This is an optimization exercise on Yosys and OpenROAD, whose aim is small area, a short achievable clock period and few clock cycles, not a production implementation. The RTL was checked by simulation tests, not by an equivalence proof against the original design. Power is estimated from default activity; no workload was simulated.

Setup of 09-08:
// stbrt_msgcodec
module stbrt_msgcodec (
    input  wire        clk,
    input  wire        rst,
    input  wire        enc_in_valid,
    output wire        enc_in_ready,
    input  wire [15:0] enc_in_word,
    output wire        enc_out_valid,
    input  wire        enc_out_ready,
    output wire [15:0] enc_out_dur,
    output wire        enc_done,
    output wire [2:0]  enc_code,
    output wire [6:0]  enc_count,
    input  wire        dec_in_valid,
    output wire        dec_in_ready,
    input  wire [15:0] dec_in_dur,
    input  wire        dec_in_last,
    output wire        dec_pay_valid,
    output wire [8:0]  dec_pay,
    output wire        dec_done,
    output wire [3:0]  dec_count,
    output wire        dec_corrupt,
    output wire        dec_ovf
);
==> module stbrt_decoder, before the edit <==
module stbrt_decoder (
    input  wire        clk,
    input  wire        rst,
    input  wire        in_valid,
    output wire        in_ready,
    input  wire [15:0] in_dur,
    input  wire        in_last,
    output reg         pay_valid,
    output wire [8:0]  pay,
    output reg         done,
    output wire [3:0]  count,
    output wire        corrupt,
    output wire        ovf
);
    localparam MSG_CAP    = 12;
    localparam FRAME_BITS = 11;
    assign in_ready = 1'b1;
    reg [3:0] b_in;
    always @(*) begin
        if      (in_dur >= 16'd2184) b_in = 4'd11;
        else if (in_dur >= 16'd1976) b_in = 4'd10;
        else if (in_dur >= 16'd1768) b_in = 4'd9;
        else if (in_dur >= 16'd1560) b_in = 4'd8;
        else if (in_dur >= 16'd1352) b_in = 4'd7;
        else if (in_dur >= 16'd1144) b_in = 4'd6;
        else if (in_dur >= 16'd936)  b_in = 4'd5;
        else if (in_dur >= 16'd728)  b_in = 4'd4;
        else if (in_dur >= 16'd520)  b_in = 4'd3;
        else if (in_dur >= 16'd312)  b_in = 4'd2;
        else if (in_dur >= 16'd104)  b_in = 4'd1;
        else                         b_in = 4'd0;
    end
    reg       s_v;
    reg       s_last;
    reg [3:0] s_b;
    always @(posedge clk) begin
        if (rst) s_v <= 1'b0;
        else     s_v <= in_valid;
        s_last <= in_last;
        s_b    <= b_in;
    end
    reg  [3:0] pos;         
    reg        lvl;         
    reg  [9:0] frame;       
    reg  [3:0] nsaved;      
    reg        bad;         
    reg        over;        
    wire [9:0] frame_fin;
    genvar gi;
    generate
        for (gi = 0; gi < 10; gi = gi + 1) begin : g_fin
            assign frame_fin[gi] = (pos <= gi) ? lvl : frame[gi];
        end
    endgenerate
    wire [4:0] sum       = {1'b0, pos} + {1'b0, s_b};
    wire       full      = (sum >= FRAME_BITS);
    wire       group_end = full || s_last;
    wire [3:0] nsaved_b = done ? 4'd0 : nsaved;
    wire       bad_b    = done ? 1'b0 : bad;
    wire       over_b   = done ? 1'b0 : over;
    wire       fin_good = !frame_fin[0] && lvl;
    wire       keep     = (nsaved_b != MSG_CAP);
    assign pay     = frame[9:1];
    assign count   = nsaved;
    assign corrupt = bad;
    assign ovf     = over;
    always @(posedge clk) begin
        if (rst) begin
            pos       <= 4'd0;
            lvl       <= 1'b0;
            nsaved    <= 4'd0;
            bad       <= 1'b0;
            over      <= 1'b0;
            pay_valid <= 1'b0;
            done      <= 1'b0;
        end else begin
            pay_valid <= 1'b0;
            done      <= 1'b0;
            nsaved    <= nsaved_b;
            bad       <= bad_b;
            over      <= over_b;
            if (s_v) begin
                if (group_end) begin
                    pos   <= 4'd0;
                    lvl   <= 1'b0;
                    if (keep) begin
                        pay_valid <= 1'b1;
                        nsaved    <= nsaved_b + 4'd1;
                        bad       <= bad_b | !fin_good;
                    end else begin
                        over      <= 1'b1;
                        bad       <= 1'b1;
                    end
                    done <= s_last;
                end else begin
                    pos   <= sum[3:0];
                    lvl   <= ~lvl;
                end
            end
        end
    end
    always @(posedge clk)
        if (s_v) frame <= frame_fin;
endmodule
==> flow/config.mk <==
export PLATFORM = sky130hd
export DESIGN_NAME = stbrt_msgcodec
export DESIGN_NICKNAME = stbrt_msgcodec
export VERILOG_FILES = /design/flow/design.v
export SDC_FILE = /design/flow/constraint.sdc
export NUM_CORES = 4
export LEC_CHECK = 0
export CAP_MARGIN = 20
export CORE_MARGIN = 2
export CORE_UTILIZATION = 80
export SLEW_MARGIN = 20
==> flow/constraint.sdc <==
create_clock -name core_clock -period 12.0 [get_ports {clk}]
set_input_delay 2.4000 -clock core_clock [delete_from_list [all_inputs] [get_ports {clk}]]
set_output_delay 2.4000 -clock core_clock [all_outputs]
set_load 0.01 [all_outputs]
standard.sh (not shown) runs the stock make flow with config.mk's settings and CLKGATE_MAP_FILE= SYNTH_SCRIPT=/design/flow/synth_recipe.tcl, a recipe that flattens the netlist after the stock synthesis.
==> flow/flow/run.sh <==
#!/bin/bash
# Layout flow: the standard synthesis unchanged, then the standard ORFS
# layout with these knobs: port buffers of a plain buffer cell; timing repair
# that aims for setup slack well beyond the clock period's need; and a clock
# tree of clkbuf_8 without dummy loads.
set -euo pipefail
MARGIN=${MARGIN:-8.5}
bash standard.sh synth > synth.log 2>&1
bash standard.sh \
  "SETUP_SLACK_MARGIN=$MARGIN" \
  "BUFFER_PORTS_ARGS=-buffer_cell sky130_fd_sc_hd__buf_2" \
  "CTS_ARGS=-sink_clustering_enable -repair_clock_nets -dont_use_dummy_load -buf_list sky130_fd_sc_hd__clkbuf_8" \
  finish > layout.log 2>&1
09-08: full flow OK, the timing, design-rule and antenna checks passed
Testbench counts of 09-08, summed over its fixed seeds: cycles 14,100.
Setup changes, 09-08 to 03-10
==> flow/design.v, changed modules only <==
module stbrt_decoder (
    input  wire        clk,
    input  wire        rst,
    input  wire        in_valid,
    output wire        in_ready,
    input  wire [15:0] in_dur,
    input  wire        in_last,
    output reg         pay_valid,
    output wire [8:0]  pay,
    output reg         done,
    output wire [3:0]  count,
    output wire        corrupt,
    output wire        ovf
);
    localparam MSG_CAP    = 12;
    localparam FRAME_BITS = 11;
    assign in_ready = 1'b1;
    wire [8:0] x_in = in_dur[11:3];
    reg  [3:0] b_lo;
    always @(*) begin
        if      (x_in >= 9'd273)  b_lo = 4'd11;
        else if (x_in >= 9'd247)  b_lo = 4'd10;
        else if (x_in >= 9'd221)  b_lo = 4'd9;
        else if (x_in >= 9'd195)  b_lo = 4'd8;
        else if (x_in >= 9'd169)  b_lo = 4'd7;
        else if (x_in >= 9'd143)  b_lo = 4'd6;
        else if (x_in >= 9'd117)  b_lo = 4'd5;
        else if (x_in >= 9'd91)   b_lo = 4'd4;
        else if (x_in >= 9'd65)   b_lo = 4'd3;
        else if (x_in >= 9'd39)   b_lo = 4'd2;
        else if (x_in >= 9'd13)   b_lo = 4'd1;
        else                      b_lo = 4'd0;
    end
    reg       s_v;
    reg       s_last;
    reg       s_hi;         
    reg [3:0] s_blo;        
    always @(posedge clk) begin
        if (rst) s_v <= 1'b0;
        else     s_v <= in_valid;
        s_last <= in_last;
        s_hi   <= |in_dur[15:12];
        s_blo  <= b_lo;
    end
    wire [3:0] s_b = s_hi ? 4'd11 : s_blo;
    reg  [3:0] pos;         
    reg        lvl;         
    reg  [9:0] frame;       
    reg  [3:0] nsaved;      
    reg        bad;         
    reg        over;        
    wire [9:0] frame_fin;
    genvar gi;
    generate
        for (gi = 0; gi < 10; gi = gi + 1) begin : g_fin
            assign frame_fin[gi] = (pos <= gi) ? lvl : frame[gi];
        end
    endgenerate
    wire [4:0] sum       = {1'b0, pos} + {1'b0, s_b};
    wire       full      = (sum >= FRAME_BITS);
    wire       group_end = full || s_last;
    wire [3:0] nsaved_b = done ? 4'd0 : nsaved;
    wire       bad_b    = done ? 1'b0 : bad;
    wire       over_b   = done ? 1'b0 : over;
    wire       fin_good = !frame_fin[0] && lvl;
    wire       keep     = (nsaved_b != MSG_CAP);
    assign pay     = frame[9:1];
    assign count   = nsaved;
    assign corrupt = bad;
    assign ovf     = over;
    always @(posedge clk) begin
        if (rst) begin
            pos       <= 4'd0;
            lvl       <= 1'b0;
            nsaved    <= 4'd0;
            bad       <= 1'b0;
            over      <= 1'b0;
            pay_valid <= 1'b0;
            done      <= 1'b0;
        end else begin
            pay_valid <= 1'b0;
            done      <= 1'b0;
            nsaved    <= nsaved_b;
            bad       <= bad_b;
            over      <= over_b;
            if (s_v) begin
                if (group_end) begin
                    pos   <= 4'd0;
                    lvl   <= 1'b0;
                    if (keep) begin
                        pay_valid <= 1'b1;
                        nsaved    <= nsaved_b + 4'd1;
                        bad       <= bad_b | !fin_good;
                    end else begin
                        over      <= 1'b1;
                        bad       <= 1'b1;
                    end
                    done <= s_last;
                end else begin
                    pos   <= sum[3:0];
                    lvl   <= ~lvl;
                end
            end
        end
    end
    always @(posedge clk)
        if (s_v) frame <= frame_fin;
endmodule
Number of standard cells in the final layout excluding fillers for 03-10: about 0.3% up relative to 09-08. Share of the synthesized netlist area taken by xor and xnor gates across 03-10 and 09-08: no real change. Compared with 09-08, 03-10 improves wire length. Side by side, largest fanout on the critical path turned out lower in 03-10 than in 09-08. Compared to 09-08, 03-10 has number of flip-flops and latches 1 higher. Sort 03-10 and 09-08 by stage delay of the slowest cell on the critical path desc -> top: 09-08. 03-10 reports its worst-path cell with the longest stage delay as sky130_fd_sc_hd__dfxtp_2 while 09-08 reports sky130_fd_sc_hd__or4_4. Design internal power: lower on 09-08.
Testbench counts of 03-10, summed over its fixed seeds: cycles 14,100.

========
Setup of red:
Another version of the RTL of stbrt_msgcodec (not shown whole).
For scale: roughly 810 cells after synthesis, ~180 flip-flops, about 85 I/O pins, roughly 9100 um2 of cells after synthesis.
==> module stbrt_encoder, before the edit <==
module stbrt_encoder (
    input  wire        clk,
    input  wire        rst,
    input  wire        in_valid,
    output reg         in_ready,
    input  wire [15:0] in_word,
    output reg         out_valid,
    input  wire        out_ready,
    output wire [15:0] out_dur,
    output reg         done,
    output wire [2:0]  code,
    output reg  [6:0]  count
);
    localparam MSG_CAP    = 12;
    localparam RUNBUF_CAP = 64;
    reg  [7:0] pay [0:MSG_CAP-1];
    reg  [3:0] widx;       
    reg        pbad;       
    reg        pcomp;      
    reg  [5:0] phalf;      
    reg        c_v;        
    reg  [3:0] c_pairs;    
    reg        c_mp7;      
    reg        aact;       
    reg  [3:0] an;         
    reg  [3:0] aidx;       
    reg  [10:0] s;         
    reg        out_last;   
    reg  [7:0] dur13;      
    reg        code_bad;
    reg        code_long;
    assign out_dur = {4'd0, dur13, 4'd0};    
    assign code    = {1'b0, code_bad, code_long};
    function [3:0] rise_pairs;
        input [7:0] p;
        reg   [7:0] r;
        begin
            r = p & ~{p[6:0], 1'b0};
            rise_pairs = {r[7] | r[6], r[5] | r[4], r[3] | r[2], r[1] | r[0]};
        end
    endfunction
    function [10:0] frame_bounds;
        input [7:0] p;
        input       m;
        reg  [10:0] f;
        integer i;
        begin
            f = {1'b1, m, p, 1'b0};
            for (i = 1; i < 11; i = i + 1)
                frame_bounds[i-1] = f[i] ^ f[i-1];
            frame_bounds[10] = 1'b1;
        end
    endfunction
    function slot_free;
        input [3:0] w;
        input       act;
        input [3:0] idx;
        input [3:0] n;
        begin
            slot_free = !act || (w < idx) || (w >= n);
        end
    endfunction
    wire take    = in_valid && in_ready;
    wire is_term = (in_word == 16'hFFFF);
    wire at_cap  = (widx == MSG_CAP);
    wire w_bad   = (|in_word[15:9]) || (in_word[8] != (widx == 4'd0));
    wire adv     = take && !is_term && !at_cap;
    wire ends    = take && (is_term || at_cap);
    wire [3:0] widx_inc = widx + 4'd1;
    wire [5:0] c_half   = {5'd0, c_pairs[0]} + {5'd0, c_pairs[1]}
                        + {5'd0, c_pairs[2]} + {5'd0, c_pairs[3]}
                        + {5'd0, !c_mp7};
    wire p_long = (phalf > RUNBUF_CAP / 2);
    wire p_good = !pbad && !p_long;
    reg  [10:0] h;
    integer j, i2;
    always @(*) begin
        for (j = 0; j < 11; j = j + 1)
            h[j] = s[j] && !(|(s & ((11'd1 << j) - 11'd1)));
    end
    reg  [10:0] s_nx;
    always @(*) begin
        for (j = 0; j < 11; j = j + 1) begin
            s_nx[j] = 1'b0;
            for (i2 = 0; i2 + j + 1 < 11; i2 = i2 + 1)
                s_nx[j] = s_nx[j] | (h[i2] & s[i2 + j + 1]);
        end
    end
    reg  [7:0] len13;
    always @(*) begin
        len13 = 8'd0;
        for (j = 0; j < 11; j = j + 1)
            if (h[j]) len13 = len13 | ((j + 1) * 13);
    end
    wire frm_end = ~|s_nx;
    wire lastp   = (aidx == an);
    wire msg_end = frm_end && lastp;
    wire hs       = out_valid && out_ready;
    wire can_load = !out_valid || (out_ready && !out_last);
    wire step     = aact && can_load;
    wire xfer     = !aact && pcomp && p_good;
    wire refuse   = !aact && pcomp && !p_good && !out_valid;
    wire prst     = xfer || refuse;
    wire rdy_word = !is_term && !at_cap && slot_free(widx_inc, aact, aidx, an);
    wire rdy_nx   = prst || (!pcomp && (take ? rdy_word : slot_free(widx, aact, aidx, an)));
    wire [7:0]  ld_pay = pay[aidx];
    wire [10:0] ld_s   = frame_bounds(ld_pay, aidx == 4'd0);
    wire        ld     = xfer || (step && frm_end && !lastp);
    wire [6:0] count_b   = done ? 7'd0 : count;
    wire [6:0] count_inc = count_b + 7'd1;
    integer k;
    always @(posedge clk) begin
        for (k = 0; k < MSG_CAP; k = k + 1)
            if (in_ready && widx == k)
                pay[k] <= in_word[7:0];
        c_pairs <= rise_pairs(in_word[7:0]);
        c_mp7   <= in_word[7] && (widx == 4'd0);
    end
    always @(posedge clk) begin
        if (rst) begin
            in_ready  <= 1'b1;
            widx      <= 4'd0;
            pbad      <= 1'b0;
            phalf     <= 6'd0;
            pcomp     <= 1'b0;
            c_v       <= 1'b0;
            aact      <= 1'b0;
            aidx      <= 4'd0;
            out_valid <= 1'b0;
            out_last  <= 1'b0;
            done      <= 1'b0;
            count     <= 7'd0;
        end else begin
            c_v <= adv;
            if (c_v)
                phalf <= phalf + c_half;
            if (ends) begin
                pcomp <= 1'b1;
                if (!is_term || widx == 4'd0) pbad <= 1'b1;
            end
            if (adv) begin
                widx <= widx_inc;
                if (w_bad) pbad <= 1'b1;
            end
            if (prst) begin
                widx   <= 4'd0;
                pbad   <= 1'b0;
                phalf  <= 6'd0;
                pcomp  <= 1'b0;
            end
            in_ready <= rdy_nx;
            done  <= 1'b0;
            count <= hs ? count_inc : count_b;
            if (hs) begin
                out_valid <= 1'b0;
                out_last  <= 1'b0;
                if (out_last) begin
                    done      <= 1'b1;
                    code_bad  <= 1'b0;
                    code_long <= 1'b0;
                end
            end
            if (xfer) begin
                aact <= 1'b1;
                an   <= widx;
                aidx <= 4'd1;
            end
            if (refuse) begin
                done      <= 1'b1;
                code_bad  <= 1'b1;
                code_long <= !pbad;
            end
            if (step) begin
                out_valid <= 1'b1;
                out_last  <= msg_end;
                dur13     <= len13;
                if (msg_end) begin
                    aact <= 1'b0;
                    aidx <= 4'd0;
                end else if (frm_end) begin
                    aidx <= aidx + 4'd1;
                end
            end
        end
    end
    wire s_take_ld = xfer || (aact && frm_end && !lastp);
    always @(posedge clk) begin
        if (xfer || step)
            s <= s_take_ld ? ld_s : s_nx;
    end
endmodule
export LEC_CHECK = 0
export CAP_MARGIN = 20
export CORE_MARGIN = 2
export CORE_UTILIZATION = 65
export SLEW_MARGIN = 20
create_clock -name core_clock -period 12.0 [get_ports {clk}]
==> flow/flow/run.sh <==
#!/bin/bash
# Layout flow: the standard synthesis unchanged, then the standard ORFS
# layout with two knobs: port buffers of a plain buffer cell, and timing
# repair that aims for setup slack well beyond the clock period's need.
set -euo pipefail
MARGIN=${MARGIN:-8.5}
bash standard.sh synth > synth.log 2>&1
bash standard.sh \
  "SETUP_SLACK_MARGIN=$MARGIN" \
  "BUFFER_PORTS_ARGS=-buffer_cell sky130_fd_sc_hd__buf_2" \
  finish > layout.log 2>&1
Testbench counts of red, summed over its fixed seeds: cycles 14,100.
Relative to red, the following input files were edited for orange:
--- a/flow/design.v
+++ b/flow/design.v
@@ -52,13 +52,10 @@
         end
     endfunction
     function slot_free;
         input [3:0] w;
-        input       act;
-        input [3:0] idx;
-        input [3:0] n;
         begin
-            slot_free = !act || (w < idx) || (w >= n);
+            slot_free = !aact || (w < aidx) || (w >= an);
         end
     endfunction
     wire take    = in_valid && in_ready;
     wire is_term = (in_word == 16'hFFFF);
@@ -100,10 +97,8 @@
     wire step     = aact && can_load;
     wire xfer     = !aact && pcomp && p_good;
     wire refuse   = !aact && pcomp && !p_good && !out_valid;
     wire prst     = xfer || refuse;
-    wire rdy_word = !is_term && !at_cap && slot_free(widx_inc, aact, aidx, an);
-    wire rdy_nx   = prst || (!pcomp && (take ? rdy_word : slot_free(widx, aact, aidx, an)));
     wire [7:0]  ld_pay = pay[aidx];
     wire [10:0] ld_s   = frame_bounds(ld_pay, aidx == 4'd0);
     wire        ld     = xfer || (step && frm_end && !lastp);
     wire [6:0] count_b   = done ? 7'd0 : count;
@@ -147,9 +142,16 @@
                 pbad   <= 1'b0;
                 phalf  <= 6'd0;
                 pcomp  <= 1'b0;
             end
-            in_ready <= rdy_nx;
+            if (prst)
+                in_ready <= 1'b1;
+            else if (pcomp || ends)
+                in_ready <= 1'b0;
+            else if (adv)
+                in_ready <= slot_free(widx_inc);
+            else
+                in_ready <= slot_free(widx);
             done  <= 1'b0;
             count <= hs ? count_inc : count_b;
             if (hs) begin
                 out_valid <= 1'b0;
@@ -182,12 +184,13 @@
                 end
             end
         end
     end
-    wire s_take_ld = xfer || (aact && frm_end && !lastp);
     always @(posedge clk) begin
-        if (xfer || step)
-            s <= s_take_ld ? ld_s : s_nx;
+        if (ld)
+            s <= ld_s;
+        else if (step)
+            s <= s_nx;
     end
 endmodule
 module stbrt_decoder (
     input  wire        clk,
==> notes.md <==
Sequential power: orange vs red — no meaningful difference. Share of cell area taken by flip-flops and latches: orange < red. From orange to red, area of the core region did not move at all. Register area share after synthesis delta (orange -> red): insignificant. Going from red to orange, the cell count after synthesis was found to have gone up by 21. Re total number of sequential cells: no difference whatsoever between red and orange. Compared with red, orange shows non-clock buffer count that has gone up by more than 10%. Diff red..orange | largest clock skew in the final design | negligible. Between orange and red, it is orange whose final net count is higher, by 33. red → orange: wire length after detailed routing went up 950 um, wire length of the first global-routing pass went up 3.2%. orange vs red — final non-filler cell total rose 3.2%. | total area of multi-input combinational cells | orange vs red | about 0.6% higher |.
Testbench counts of orange, summed over its fixed seeds: cycles 14,100.

## re-timing with driven ports
Ports are ideal in the flow. The routed layouts listed here were re-timed in OpenROAD.
Step 1 sets driving cells, clkbuf_16 on the clock port and buf_2 on the other inputs (assumed; they add their load-dependent delay and slew).
Step 2, shift: input delay + t, output delay - t, t = (earliest + latest rising clock arrival at the registers) / 2. This alone moves slack from input paths to output paths.
a / b / c = ideal ports / drivers / drivers and shift; a / b = the first two.
| run | shift t [ns] | setup slack, ns | worst setup path after step 2 | worst data-port slew with drivers (ns) | cell pins on the clock port's net |
|---|---|---|---|---|---|
| 09-08 | 0.506 | 8.206 / 8.217 / 7.711 | input to register | 0.04 | 1 |
| 03-10 | 0.495 | 8.569 / 8.530 / 8.162 | input to register | 0.04 | 1 |
| red | 0.473 | 8.554 / 8.513 / 8.140 | input to register | 0.03 | 1 |
| orange | 0.474 | 8.319 / 8.284 / 7.810 | input to register | 0.07 | 1 |
After both steps setup and hold are still met in every run listed. For orange, which loses most, drivers alone change the setup slack by -0.035 ns; drivers and shift together by -0.509 ns.
